What follows belongs to an exercise in optimizing a design on an open flow for small area, a short achievable clock period and few clock cycles per item; a production flow would make more cautious choices. Where RTL was checked, it was by simulation tests only, not by an equivalence proof against the original.

==> flow/design.v <==
module harp_clockdec (
    input  wire        clk,
    input  wire        rst,               
    input  wire [23:0] cfg_sample_rate,   
    input  wire [15:0] cfg_baud,          
    input  wire        in_valid,
    output wire        in_ready,
    input  wire [31:0] in_time,           
    input  wire        in_state,          
    output wire        out_valid,
    output wire [31:0] out_local,         
    output wire [31:0] out_value,         
    output wire [1:0]  out_status         
);
    reg  [23:0] sr;
    reg  [15:0] baud;
    always @(posedge clk) begin
        sr   <= cfg_sample_rate;
        baud <= cfg_baud;
    end
    reg [8:0]  G;
    reg [4:0]  u;
    reg        rdy;
    reg        r0_v;
    reg [22:0] r0_d;         
    reg        r0_neg;       
    reg        r0_hnz;       
    reg        r0_hno;       
    reg        r0_hp;        
    reg        r0_lvl;       
    assign in_ready = rdy;
    wire accept = in_valid && rdy;
    reg        have_prev;
    reg [31:0] prev_time;
    wire [32:0] in_d = {1'b0, in_time} - {1'b0, prev_time};
    reg        prev_state;
    reg        in_range;
    wire [22:0] d_pos = r0_d;
    wire        neg   = r0_neg;
    wire        boundary = !neg && (r0_hnz || (d_pos > {1'b0, sr[23:1]}));
    wire [22:0] m      = d_pos ^ {23{neg}};
    wire [31:0] m_x    = {m, 9'd0};
    wire [24:0] m_l4   = u[4] ? {9'd0, m_x[31:16]} : m_x[24:0];
    wire [16:0] m_l3   = u[3] ? m_l4[24:8] : m_l4[16:0];
    wire [12:0] m_l2   = u[2] ? m_l3[16:4] : m_l3[12:0];
    wire [10:0] m_l1   = u[1] ? m_l2[12:2] : m_l2[10:0];
    wire [8:0]  m_ext  = u[0] ? m_l1[9:1]  : m_l1[8:0];
    reg  [22:0] hi_mask;
    integer q;
    always @(*)
        for (q = 0; q < 23; q = q + 1)
            hi_mask[q] = (q >= u);
    wire        s0_ovf = neg ? (r0_hno || (d_pos == 23'd0))
                             : (|(m & hi_mask));
    reg        r1_iv, r1_bnd, r1_cls, r1_neg, r1_ovf, r1_lvl;
    reg [22:0] r1_m;
    reg [8:0]  r1_msh;
    reg  [17:0] y;           
    integer i;
    always @(*) begin
        y = 18'd0;
        for (i = 0; i < 9; i = i + 1)
            y = y + ({9'd0, r1_msh & {9{G[i]}}} << i);
    end
    wire [4:0]  y_ip = y[17:13];
    wire [12:0] y_f  = y[12:0];
    wire        amb  = (y_f[12:10] == 3'b011) || (y_f == 13'h1000);
    wire        s1_slow = r1_iv && (r1_neg ? !r1_ovf : (r1_ovf || amb));
    reg        r2_iv, r2_bnd, r2_cls, r2_neg, r2_ovf, r2_lvl, r2_slow;
    reg [4:0]  r2_ip;
    reg        r2_rnd;       
    reg [2:0]  r2_tx;
    reg [22:0] r2_m;         
    wire [31:0] r2_time = {r2_tx, r2_rnd, r2_ip, r2_m};
    localparam [2:0] E_IDLE = 3'd0, E_INIT = 3'd1, E_DIV = 3'd2, E_RUN = 3'd3,
                     E_EVAL = 3'd4, E_READY = 3'd5, E_ZERO = 3'd6;
    reg [2:0]  e_st;
    reg [26:0] acc;
    reg [5:0]  e_n;          
    reg [5:0]  lo, hi, ej;   
    reg        n_bit;        
    wire       stall = r2_iv && r2_slow && (e_st != E_READY);
    wire       adv   = !stall;
    wire [6:0]  nj    = {ej, 1'b0} - 7'd1;                  
    wire        t_bit = r2_m[22];
    wire [5:0]  e_n1  = e_n - 6'd1;
    wire        n_nxt = (e_st == E_RUN && e_n1 < 6'd7) ? nj[e_n1[2:0]] : 1'b0;
    reg  [26:0] e_a;
    reg         e_bs, e_ba;   
    reg         e_z;          
    always @(*) begin
        e_ba = 1'b0;
        case (e_st)
            E_INIT:  begin e_a = {11'd0, baud}; e_bs = 1'b1; end
            E_DIV:   begin e_a = {26'd0, t_bit}; e_bs = !acc[26]; e_ba = acc[26]; end
            default: begin
                e_a = (r2_neg && e_z) ? (t_bit ? {9'd0, baud, 2'b0} : {10'd0, baud, 1'b0})
                                      : (t_bit ? {10'd0, baud, 1'b0} : 27'd0);
                e_bs = n_bit;
            end
        endcase
    end
    wire [26:0] acc2  = (e_st == E_INIT) ? 27'd0 : {acc[25:0], 1'b0};
    wire [26:0] e_b   = e_bs ? ~{3'd0, sr} : e_ba ? {3'd0, sr} : 27'd0;
    wire [26:0] e_sum = acc2 + e_a + e_b + {26'd0, e_bs};
    wire        e_neg = e_sum[26];
    wire        e_sat = (acc[26:24] != 3'b000) && (acc[26:24] != 3'b111);
    wire        a_zero = (acc == 27'd0);
    wire        e_ge   = (!acc[26] && !a_zero) || (a_zero && !ej[0]);
    wire [5:0]  lo_n   = e_ge ? ej : lo;
    wire [5:0]  hi_n   = e_ge ? hi : ej - 6'd1;
    wire [6:0]  mid_n  = {1'b0, lo_n} + {1'b0, hi_n} + 7'd1;
    wire [5:0]  lo_0   = r2_neg ? 6'd0 : r2_ovf ? 6'd16 : {1'b0, r2_ip};
    wire [5:0]  hi_0   = r2_neg ? 6'd1 : r2_ovf ? 6'd39 : {1'b0, r2_ip} + 6'd1;
    wire [6:0]  mid_0  = {1'b0, lo_0} + {1'b0, hi_0} + 7'd1;
    wire        e_done_now = (e_st == E_EVAL) && (lo_n == hi_n);
    reg [5:0]  bc_len;       
    reg        bc_fault;
    reg [31:0] bc_val;       
    wire [5:0]  k_w      = r2_slow ? lo : {1'b0, r2_ip};
    wire        k_c      = !r2_slow && r2_rnd;
    wire        go2      = r2_iv && adv;
    wire [5:0]  base_len = bc_len;
    wire [6:0]  end_len  = {1'b0, base_len} + {1'b0, k_w} + {6'd0, k_c};
    wire        wr       = go2 && !r2_neg;
    wire        base_fault_n = bc_fault || (r2_slow ? (lo != 6'd0) : r2_ovf);
    reg  [31:0] val_next;
    integer n;
    always @(*) begin
        for (n = 0; n < 32; n = n + 1) begin
            if (wr && ({1'b0, base_len} <= (1 + 10 * (n / 8) + (n % 8))) &&
                      (end_len > (1 + 10 * (n / 8) + (n % 8))))
                val_next[n] = r2_lvl;
            else
                val_next[n] = bc_val[n];
        end
    end
    reg [31:0] bc_local;     
    assign out_valid  = r2_bnd && r2_cls;
    assign out_local  = bc_local;
    assign out_status = bc_fault ? 2'd1 : (bc_len != 6'd39) ? 2'd2 : 2'd0;
    assign out_value  = (!bc_fault && bc_len == 6'd39) ? bc_val : 32'd0;
    wire c0       = r0_v && adv;                   
    wire s0_tok   = c0 && r0_hp;
    wire s0_bnd   = s0_tok && boundary;
    wire s0_cls   = s0_bnd && in_range;
    wire stall_n  = (adv ? s1_slow : (r2_iv && r2_slow)) &&
                    !((e_st == E_READY && !adv) || e_done_now);
    always @(posedge clk) begin
        if (rst) begin
            rdy        <= 1'b0;
            r0_v       <= 1'b0;
            have_prev  <= 1'b0;
            in_range   <= 1'b0;
            r1_iv <= 1'b0; r1_bnd <= 1'b0;
            r2_iv <= 1'b0; r2_bnd <= 1'b0;
            e_st       <= E_INIT;
            G          <= 9'd0;
            u          <= 5'd0;
        end else begin
            if (accept)
                r0_v <= 1'b1;
            else if (c0)
                r0_v <= 1'b0;
            if (accept)
                have_prev <= 1'b1;
            if (s0_bnd)
                in_range <= 1'b1;
            if (adv) begin
                r1_iv  <= s0_tok && !boundary;
                r1_bnd <= s0_bnd;
                r2_iv  <= r1_iv;
                r2_bnd <= r1_bnd;
            end
            rdy  <= !(e_st == E_INIT || e_st == E_ZERO || (e_st == E_DIV && !G[7])) && !stall_n;
            case (e_st)
                E_INIT: begin
                    e_st <= e_neg ? E_DIV : E_ZERO;
                    e_n  <= 6'd16;
                end
                E_ZERO: begin
                    e_st <= E_DIV;
                    e_n  <= 6'd0;
                end
                E_DIV: begin
                    e_n <= e_n + 6'd1;
                    G   <= {G[7:0], !e_neg};
                    if (G[7]) begin
                        e_st <= E_IDLE;
                        u    <= (e_n < 6'd19) ? 5'd0 : e_n[4:0] - 5'd19;
                    end
                end
                E_IDLE: begin
                    e_n <= 6'd22;
                    if (r2_iv && r2_slow)
                        e_st <= E_RUN;
                end
                E_RUN: begin
                    e_n <= e_n - 6'd1;
                    if (e_n == 6'd0)
                        e_st <= E_EVAL;
                end
                E_EVAL: begin
                    e_n  <= 6'd22;
                    e_st <= (lo_n == hi_n) ? E_READY : E_RUN;
                end
                E_READY: begin
                    if (adv)
                        e_st <= E_IDLE;
                end
                default: e_st <= E_IDLE;
            endcase
        end
    end
    always @(posedge clk) begin
        if (accept) begin
            r0_d       <= in_d[22:0];
            r0_neg     <= in_d[32];
            r0_hnz     <= |in_d[31:23];
            r0_hno     <= ~&in_d[31:23];
            r0_hp      <= have_prev;
            r0_lvl     <= prev_state;
            prev_time  <= in_time;
            prev_state <= in_state;
        end
        if (adv) begin
            r1_cls <= s0_cls;
            r1_neg <= neg;
            r1_ovf <= s0_ovf;
            r1_m   <= boundary ? prev_time[22:0]  : m;
            r1_msh <= boundary ? prev_time[31:23] : m_ext[8:0];
            r1_lvl <= r0_lvl;
            r2_cls  <= r1_cls; r2_neg <= r1_neg; r2_ovf <= r1_ovf; r2_lvl <= r1_lvl;
            r2_slow <= s1_slow;
            r2_tx   <= r1_msh[8:6];
            r2_rnd  <= r1_bnd ? r1_msh[5]   : y_f[12];
            r2_ip   <= r1_bnd ? r1_msh[4:0] : y_ip;
        end
        if (r2_bnd)
            bc_local <= r2_time;
        n_bit <= n_nxt;
        e_z   <= (e_st == E_RUN) && (e_n == 6'd1);
        case (e_st)
            E_INIT: begin
                acc  <= e_sum;
                r2_m <= 23'd0;
            end
            E_ZERO: begin
                acc  <= 27'd0;
                r2_m <= {baud, 7'd0};
            end
            E_DIV: begin
                acc  <= e_sum;
                r2_m <= {r2_m[21:0], 1'b0};
            end
            E_RUN: begin
                if (!e_sat)
                    acc <= e_sum;
                r2_m  <= {r2_m[21:0], r2_m[22]};
            end
            E_EVAL: begin
                acc   <= 27'd0;
                lo    <= lo_n;
                hi    <= hi_n;
                ej    <= mid_n[6:1];
            end
            default: begin
                acc   <= 27'd0;
                lo    <= lo_0;
                hi    <= hi_0;
                ej    <= mid_0[6:1];
                if (adv)
                    r2_m <= r1_m;
            end
        endcase
        if (r2_bnd)
            bc_fault <= 1'b0;
        else if (go2 && r2_neg)
            bc_fault <= base_fault_n;
        bc_val <= val_next;
        if (r2_bnd)
            bc_len <= 6'd0;
        else if (wr)
            bc_len <= (end_len > 7'd39) ? 6'd39 : end_len[5:0];
    end
endmodule
Settings: LEC_CHECK=0, ABC_CLOCK_PERIOD_IN_PS=4000, CAP_MARGIN=20, CORE_MARGIN=2, CORE_UTILIZATION=40, SETUP_SLACK_MARGIN=5.0, SLEW_MARGIN=20; clock period 10.0 ns.
run.sh (not shown) runs the stock make flow with config.mk's settings and CLKGATE_MAP_FILE= SYNTH_SCRIPT=/design/flow/synth_recipe.tcl, a recipe that flattens the netlist after the stock synthesis.
Rerun with:
--- a/flow/design.v
+++ b/flow/design.v
@@ -20,27 +20,23 @@
     end
     reg [8:0]  G;
     reg [4:0]  u;
     reg        rdy;
     reg        r0_v;
-    reg [22:0] r0_d;         
-    reg        r0_neg;       
-    reg        r0_hnz;       
-    reg        r0_hno;       
+    reg [32:0] r0_d;         
     reg        r0_hp;        
     reg        r0_lvl;       
     assign in_ready = rdy;
     wire accept = in_valid && rdy;
     reg        have_prev;
     reg [31:0] prev_time;
-    wire [32:0] in_d = {1'b0, in_time} - {1'b0, prev_time};
     reg        prev_state;
     reg        in_range;
-    wire [22:0] d_pos = r0_d;
-    wire        neg   = r0_neg;
-    wire        boundary = !neg && (r0_hnz || (d_pos > {1'b0, sr[23:1]}));
-    wire [22:0] m      = d_pos ^ {23{neg}};
+    wire [32:0] d_pos = r0_d;
+    wire        neg   = d_pos[32];
+    wire        boundary = !neg && ((|d_pos[31:23]) || (d_pos[22:0] > {1'b0, sr[23:1]}));
+    wire [22:0] m      = d_pos[22:0] ^ {23{neg}};
     wire [31:0] m_x    = {m, 9'd0};
     wire [24:0] m_l4   = u[4] ? {9'd0, m_x[31:16]} : m_x[24:0];
     wire [16:0] m_l3   = u[3] ? m_l4[24:8] : m_l4[16:0];
     wire [12:0] m_l2   = u[2] ? m_l3[16:4] : m_l3[12:0];
     wire [10:0] m_l1   = u[1] ? m_l2[12:2] : m_l2[10:0];
@@ -48,11 +44,11 @@
     reg  [22:0] hi_mask;
     integer q;
     always @(*)
         for (q = 0; q < 23; q = q + 1)
             hi_mask[q] = (q >= u);
-    wire        s0_ovf = neg ? (r0_hno || (d_pos == 23'd0))
+    wire        s0_ovf = neg ? ((d_pos[31:23] != 9'h1ff) || (d_pos[22:0] == 23'd0))
                              : (|(m & hi_mask));
     reg        r1_iv, r1_bnd, r1_cls, r1_neg, r1_ovf, r1_lvl;
     reg [22:0] r1_m;
     reg [8:0]  r1_msh;
     reg  [17:0] y;           
@@ -212,14 +208,11 @@
             endcase
         end
     end
     always @(posedge clk) begin
         if (accept) begin
-            r0_d       <= in_d[22:0];
-            r0_neg     <= in_d[32];
-            r0_hnz     <= |in_d[31:23];
-            r0_hno     <= ~&in_d[31:23];
+            r0_d       <= {1'b0, in_time} - {1'b0, prev_time};
             r0_hp      <= have_prev;
             r0_lvl     <= prev_state;
             prev_time  <= in_time;
             prev_state <= in_state;
         end
Effect:
- wire length came out lower by 6.0%
- count of clock-buffer cells in the layout decreases by 1
- global-route usage falls by 1.1 points
- cell count shrinks by 1.6%
- sequential share of layout area went up by 1.2 points
- design area fell by 1.0%
- via count decreases by 2.8%
- setup slack gains 0.055 ns
- utilization decreases by 0.41 points
Testbench counts after the change, summed over its fixed seeds: cycles 7,654, transitions 7,479.
For the first run of this note, only the layout was checked, not whether the RTL still works.

[afterwards: timing with drivers on the ports]
The results above use ideal ports. As a check the final layouts listed here were re-extracted and re-timed, cells and wires unchanged.
Step 1 sets driving cells, clkbuf_16 on the clock port and buf_2 on the other inputs (assumed; they add their load-dependent delay and slew).
Step 2 adds t to the input delays and takes it off the output delays; t is the mean of the earliest and latest rising clock arrival at the registers after step 1. Input paths then give back, and output paths get back, about the clock's delay inside the block.
Slacks: ideal ports / drivers / drivers and shift; pairs: ideal ports / drivers.
| run | shift t [ns] | slack for setup (ns) | hold WS [ns] | clock arrival spread, ns | worst data-port slew with drivers (ns) |
|---|---|---|---|---|---|
| the first run | 0.611 | 4.894 / 4.894 / 4.456 | 0.418 / 0.418 / 0.418 | 0.028 / 0.028 | 0.04 |
| the second run | 0.633 | 4.950 / 4.950 / 4.627 | 0.417 / 0.417 / 0.417 | 0.024 / 0.024 | 0.05 |
After both steps setup and hold are still met in every run listed. For the first run, which loses most, drivers alone change the setup slack by 0.000 ns; drivers and shift together by -0.438 ns.
